What follows belongs to an exercise in optimizing a design on an open flow for small area, a short achievable clock period and few clock cycles; a production flow would make more cautious choices.
Only simulation tests tie the RTL to the original design; equivalence was not proved.

==> flow/design.v (excerpt) <==
module rot_geom (
    input  wire        clk,
    input  wire        rst,         
    input  wire        start,
    input  wire        op,          
    input  wire [15:0] w,
    input  wire [15:0] h,
    input  wire [15:0] sin_q,       
    input  wire [15:0] cos_q,       
    output wire        busy,
    output wire        done,
    output wire [7:0]  errcode,
    output wire [31:0] res_a,       
    output wire [31:0] res_b        
);
    localparam [1:0] ST_IDLE = 2'd0, ST_MAC = 2'd1, ST_DIV = 2'd2, ST_DONE = 2'd3;
    reg [1:0]  st;
    reg [3:0]  ph;
    reg        op_q, err;
    reg [15:0] w_q, h_q, s_q, c_q;
    reg        wge, cgs, ceqs;        
    reg        amb;                   
    reg        thin2;                 
    reg        f15;
    reg        goA, goB;
    reg [1:0]  st_nx;
    reg        busy_o, done_o;        
    wire       busy_i  = (st == ST_MAC) || (st == ST_DIV);
    assign busy    = busy_o;
    assign done    = done_o;
    assign errcode = err ? 8'h32 : 8'h00;
    wire accept = start && !busy_i;
    wire start_fin = (w == 16'd0) || (h == 16'd0) || (op && sin_q == 16'd0 && cos_q == 16'd0);
    wire [15:0] L  = wge ? w_q : h_q;
    wire [15:0] Sh = wge ? h_q : w_q;
    wire [31:0] QA, QB;
    wire [30:0] RA, RB, DA, DB;
    wire        negA, negB, actA, actB, lastA, lastB;
    localparam [2:0] A_S = 3'd0, A_C = 3'd1, A_W = 3'd2, A_H = 3'd3, A_ZH = 3'd4, A_ZL = 3'd5;
    localparam [1:0] B_C = 2'd0, B_S = 2'd1, B_L = 2'd2;
    localparam [2:0] AD_0 = 3'd0, AD_RA = 3'd1, AD_RB = 3'd2, AD_D = 3'd3, AD_E = 3'd4, AD_SH = 3'd5;
    localparam [1:0] M_ADD = 2'd0, M_SUB = 2'd1, M_RSUB = 2'd2;    
    localparam [2:0] DS_QA = 3'd0, DS_QB = 3'd1, DS_RA = 3'd2, DS_RB = 3'd3, DS_D = 3'd4,
                     DS_QAS = 3'd5, DS_QBS = 3'd6, DS_AMB = 3'd7;
    wire [1:0] m_sub = cgs ? M_SUB : M_RSUB;
    reg        n_v;
    reg [2:0]  n_a, n_ad, n_ds;
    reg [1:0]  n_b, n_m;
    wire [3:0] nph = ph + 4'd1;
    always @* begin
        n_v = 1'b0; n_a = A_S; n_b = B_C; n_ad = AD_0; n_m = M_ADD; n_ds = DS_QA;
        if (!op_q) begin
            case (nph)
                4'd1: begin n_v = 1'b1; n_a = A_W; n_b = B_S; n_ds = DS_RB; end
                4'd2: begin n_v = 1'b1; n_a = A_H; n_b = B_S; n_ad = AD_RA; n_ds = DS_QAS; end
  ...
Size: ~500 flip-flops, about 51000 sq um of cells after synthesis.
clock: 13.0 ns
lec_check: 0
cap_margin: 40
core_margin: 2
core_utilization: 40
place_density: 0.6
slew_margin: 30
standard.sh (not shown) runs the stock make flow with config.mk's settings and CLKGATE_MAP_FILE= SYNTH_SCRIPT=/design/flow/synth_recipe.tcl, a recipe that flattens the netlist after the stock synthesis.
==> flow/flow/run.sh <==
#!/bin/bash
# The standard layout, with
#  - repair_timing aiming at a shorter period than the clock (setup margin),
#    repairing only the worst endpoints so that the area stays small;
set -o pipefail
bash standard.sh SETUP_SLACK_MARGIN=9.3 TNS_END_PERCENT=10 \
    "BUFFER_PORTS_ARGS=-buffer_cell sky130_fd_sc_hd__buf_4" finish > std_flow.log 2>&1
The first run completed without violations.
Testbench counts at the start, summed over its fixed seeds: cycles 20,186.
Rerun with:
--- a/flow/design.v
+++ b/flow/design.v
@@ -807,45 +807,44 @@
             else             bitlen31 = 5'd0;
         end
     endfunction
     function [4:0] bitlen16;
         input [15:0] x;
         bitlen16 = bitlen31({15'd0, x});
     endfunction
     function [4:0] tcalc;             
         input [4:0] bm, bd;
         input       f;
-        reg   [6:0] x;
+        reg   [4:0] tr;
+        reg   [3:0] t0;
+        reg         adj;
         begin
-            x = {2'b00, bd} + {2'b11, ~bm} + (f ? 7'd127 : 7'd0);
-            if (x[6])
-                tcalc = 5'b10000;
-            else if (x[4:0] > (f ? 5'd13 : 5'd12))
-                tcalc = {1'b0, f ? 4'd13 : 4'd12};
-            else
-                tcalc = {1'b0, x[3:1], f};
+            tr  = bd - bm - 5'd1;
+            t0  = (tr > (f ? 5'd13 : 5'd12)) ? (f ? 4'd13 : 4'd12) : tr[3:0];
+            adj = t0[0] ^ f;
+            tcalc = {(bm >= bd) || (adj && t0 == 4'd0), t0 - {3'd0, adj}};
         end
     endfunction
-    reg  [4:0] bldN;                  
+    reg  [4:0] blmA, blmB, bldN;      
+    wire [4:0] bl_x = bitlen31(xmag);
     reg  [4:0] tA, tB;                
-    reg  [4:0] tA_thin, tB_thin, blSh, bldA, bldB;
+    reg  [4:0] tA_thin, tB_thin;
     always @(posedge clk) begin
-        blSh    <= bitlen16(Sh);
-        bldA    <= bitlen16(dA_thin);
-        bldB    <= bitlen16(dB_thin);
-        tA_thin <= tcalc(blSh, bldA, 1'b0);
-        tB_thin <= tcalc(blSh, bldB, 1'b0);
+        tA_thin <= tcalc(bitlen16(Sh), bitlen16(dA_thin), 1'b0);
+        tB_thin <= tcalc(bitlen16(Sh), bitlen16(dB_thin), 1'b0);
     end
     reg al_sel;           
     wire [30:0] al_m   = al_sel ? RB : RA;
     wire        al_neg = al_sel ? negB : negA;
-    wire [4:0]  al_t   = al_sel ? tB : tA;
+    wire [4:0]  tnA    = tcalc(blmA, bldN, 1'b1);
+    wire [4:0]  tnB    = tcalc(blmB, bldN, 1'b1);
+    wire [4:0]  al_t   = al_sel ? (f15 ? tnB : tB) : (f15 ? tnA : tA);
     wire        al_fb  = al_t[4];
     wire [3:0]  t      = al_t[3:0];
     wire [45:0] shx    = {al_m, {15{al_neg}}} << t;
     wire [30:0] al_r0  = shx[45:15];
     wire [3:0]  kb     = (f15 ? 4'd15 : 4'd14) - t;
     wire [2:0]  al_k0  = kb[3:1];
     wire clr_q = accept;
     wire kill  = rst || accept;
     rg_div u_da (
         .clk(clk),
@@ -891,27 +890,26 @@
             s_q  <= sin_q;
             c_q  <= cos_q;
             err  <= (w == 16'd0) || (h == 16'd0);
             mA    <= op ? sin_q : w;
             mB    <= cos_q;
             p1_ad <= AD_0;
             p1_m  <= M_ADD;
             p1_ds <= op ? DS_QA : DS_RA;
         end
         if (s2_v && s2_ds == DS_AMB) thin2 <= amb_thin;
-        bldN <= bitlen31(DA);
+        if (wr_ra) blmA <= bl_x;
+        if (wr_rb) blmB <= bl_x;
+        if (wr_d)  bldN <= bl_x;
         if (thin_ld) begin
             tA <= tA_thin;
             tB <= tB_thin;
-        end else if (f15) begin
-            tA <= tcalc(bitlen31(RA), bldN, 1'b1);
-            tB <= tcalc(bitlen31(RB), bldN, 1'b1);
         end
         if (rst) begin
             st_nx   = ST_IDLE;
             p1_v <= 1'b0;
             s2_v <= 1'b0;
         end else begin
             case (st)
                 ST_IDLE, ST_DONE: begin
                     st_nx = ST_IDLE;
                     ph   <= 4'd0;
@@ -936,25 +934,25 @@
                                    (QB[30:16] == 15'd0) && (QB[15:0] < L);
                         end
                         if (ph == 4'd3) begin
                             f15 <= !thin_now;
                             if (thin_now) begin
                                 goA    <= 1'b1;
                                 al_sel <= 1'b0;
                                 st_nx     = ST_DIV;
                             end
                         end
-                        if (ph == 4'd8 && !amb) begin
+                        if (ph == 4'd7 && !amb) begin
                             goA    <= 1'b1;
                             al_sel <= 1'b0;
                         end
-                        if (ph == 4'd9 && !amb) begin
+                        if (ph == 4'd8 && !amb) begin
                             goB    <= 1'b1;
                             al_sel <= 1'b1;
                             st_nx     = ST_DIV;
                         end
                         if (ph == 4'd10 && amb) begin
                             f15    <= !thin2;
                             goA    <= 1'b1;
                             al_sel <= 1'b0;
                             st_nx     = ST_DIV;
                         end
The new run passed the timing, DRC and antenna checks. Die area falls by 0.56%. Via count falls by about 0.46%. Utilization went up by 0.24 points. Setup slack is worse by 0.080 ns. Synthesized cell count fell by 0.47%. Design area stays flat. Sequential cell count fell by 7. Global-route usage increases by 0.60 points. Hold slack hardly moves.
Testbench counts after the change, summed over its fixed seeds: cycles 19,645.


Another version of the RTL of rot_geom (not shown whole).
For scale: roughly 140 I/O pins.
Settings: LEC_CHECK=0, CAP_MARGIN=40, CORE_MARGIN=2, CORE_UTILIZATION=40, PLACE_DENSITY=0.6, SLEW_MARGIN=30; clock period 13.0 ns.
Scripts as last shown in full above: flow/flow/run.sh
The starting point finished clean.
Testbench counts at the start, summed over its fixed seeds: cycles 25,719.
Change:
--- a/flow/design.v
+++ b/flow/design.v
@@ -791,26 +791,26 @@
         begin
             tr  = bd - bm - 5'd1;
             fm1 = f ? 4'd14 : 4'd13;
             tcalc = {(bm >= bd), (tr > {1'b0, fm1}) ? fm1 : tr[3:0]};
         end
     endfunction
-    reg  [4:0] blmA, blmB, bldN;      
-    wire [4:0] bl_x = bitlen31(xmag);
+    reg  [4:0] bldN;                  
     reg  [4:0] tA, tB;                
-    reg  [4:0] tA_thin, tB_thin;
+    reg  [4:0] tA_thin, tB_thin, blSh, bldA, bldB;
     always @(posedge clk) begin
-        tA_thin <= tcalc(bitlen16(Sh), bitlen16(dA_thin), 1'b0);
-        tB_thin <= tcalc(bitlen16(Sh), bitlen16(dB_thin), 1'b0);
+        blSh    <= bitlen16(Sh);
+        bldA    <= bitlen16(dA_thin);
+        bldB    <= bitlen16(dB_thin);
+        tA_thin <= tcalc(blSh, bldA, 1'b0);
+        tB_thin <= tcalc(blSh, bldB, 1'b0);
     end
     reg al_sel;           
     wire [30:0] al_m   = al_sel ? RB : RA;
     wire        al_neg = al_sel ? negB : negA;
-    wire [4:0]  tnA    = tcalc(blmA, bldN, 1'b1);
-    wire [4:0]  tnB    = tcalc(blmB, bldN, 1'b1);
-    wire [4:0]  al_t   = al_sel ? (f15 ? tnB : tB) : (f15 ? tnA : tA);
+    wire [4:0]  al_t   = al_sel ? tB : tA;
     wire        al_fb  = al_t[4];
     wire [3:0]  t      = al_t[3:0];
     wire [45:0] shx    = {al_m, {15{al_neg}}} << t;
     wire [30:0] al_r0  = shx[45:15];
     wire [5:0]  al_k0  = (f15 ? 6'd15 : 6'd14) - {2'd0, t};
     wire clr_q = accept;
@@ -863,18 +863,19 @@
             mB    <= cos_q;
             p1_ad <= AD_0;
             p1_m  <= M_ADD;
             p1_ds <= op ? DS_QA : DS_RA;
         end
         if (s2_v && s2_ds == DS_AMB) thin2 <= amb_thin;
-        if (wr_ra) blmA <= bl_x;
-        if (wr_rb) blmB <= bl_x;
-        if (wr_d)  bldN <= bl_x;
+        bldN <= bitlen31(DA);
         if (thin_ld) begin
             tA <= tA_thin;
             tB <= tB_thin;
+        end else if (f15) begin
+            tA <= tcalc(bitlen31(RA), bldN, 1'b1);
+            tB <= tcalc(bitlen31(RB), bldN, 1'b1);
         end
         if (rst) begin
             st_nx   = ST_IDLE;
             p1_v <= 1'b0;
             s2_v <= 1'b0;
         end else begin
@@ -907,17 +908,17 @@
                             if (thin_now) begin
                                 goA    <= 1'b1;
                                 al_sel <= 1'b0;
                                 st_nx     = ST_DIV;
                             end
                         end
-                        if (ph == 4'd7 && !amb) begin
+                        if (ph == 4'd8 && !amb) begin
                             goA    <= 1'b1;
                             al_sel <= 1'b0;
                         end
-                        if (ph == 4'd8 && !amb) begin
+                        if (ph == 4'd9 && !amb) begin
                             goB    <= 1'b1;
                             al_sel <= 1'b1;
                             st_nx     = ST_DIV;
                         end
                         if (ph == 4'd10 && amb) begin
                             f15    <= !thin2;
Global-route usage is higher by 1.1 points.
Worst setup slack improves by 0.41 ns.
Routed wire length increases by 4.1%.
Count of clock-buffer cells in the layout goes down by 5.
Hold slack improved by 0.0047 ns.
Cell area grows by 0.62%.
Critical path depth falls by 8.
Flip-flop and latch count increases by 5.
Clock skew went up by 0.020 ns.
Final cell count is higher by 4.5%.
Testbench counts after the change, summed over its fixed seeds: cycles 26,260.

afterwards: timing with drivers on the ports:
Ports are ideal in the flow. The routed layouts listed here were re-timed in OpenROAD. Step 1, drivers: a clkbuf_16 drives clk and a buf_2 each remaining input, both assumed. Step 2 also shifts input and output timing later by t, the mid clock arrival at the registers, as if the neighbouring blocks saw the same clock. Slacks: ideal / step 1 / step 2; pairs: ideal / step 1.
| run | t, ns | setup slack, ns | worst slew at a driven data input, ns |
|---|---|---|---|
| the first run of note 1 | 0.748 | 8.599 / 8.598 / 8.006 | 0.09 |
| the second run of note 1 | 0.788 | 8.519 / 8.519 / 7.997 | 0.06 |
| the first run of note 2 | 0.722 | 8.518 / 8.484 / 7.990 | 0.05 |
| the second run of note 2 | 0.746 | 8.931 / 8.864 / 8.292 | 0.14 |
After both steps setup and hold are still met in every run listed. For the second run of note 2, which loses most, drivers alone change the setup slack by -0.067 ns; drivers and shift together by -0.639 ns.
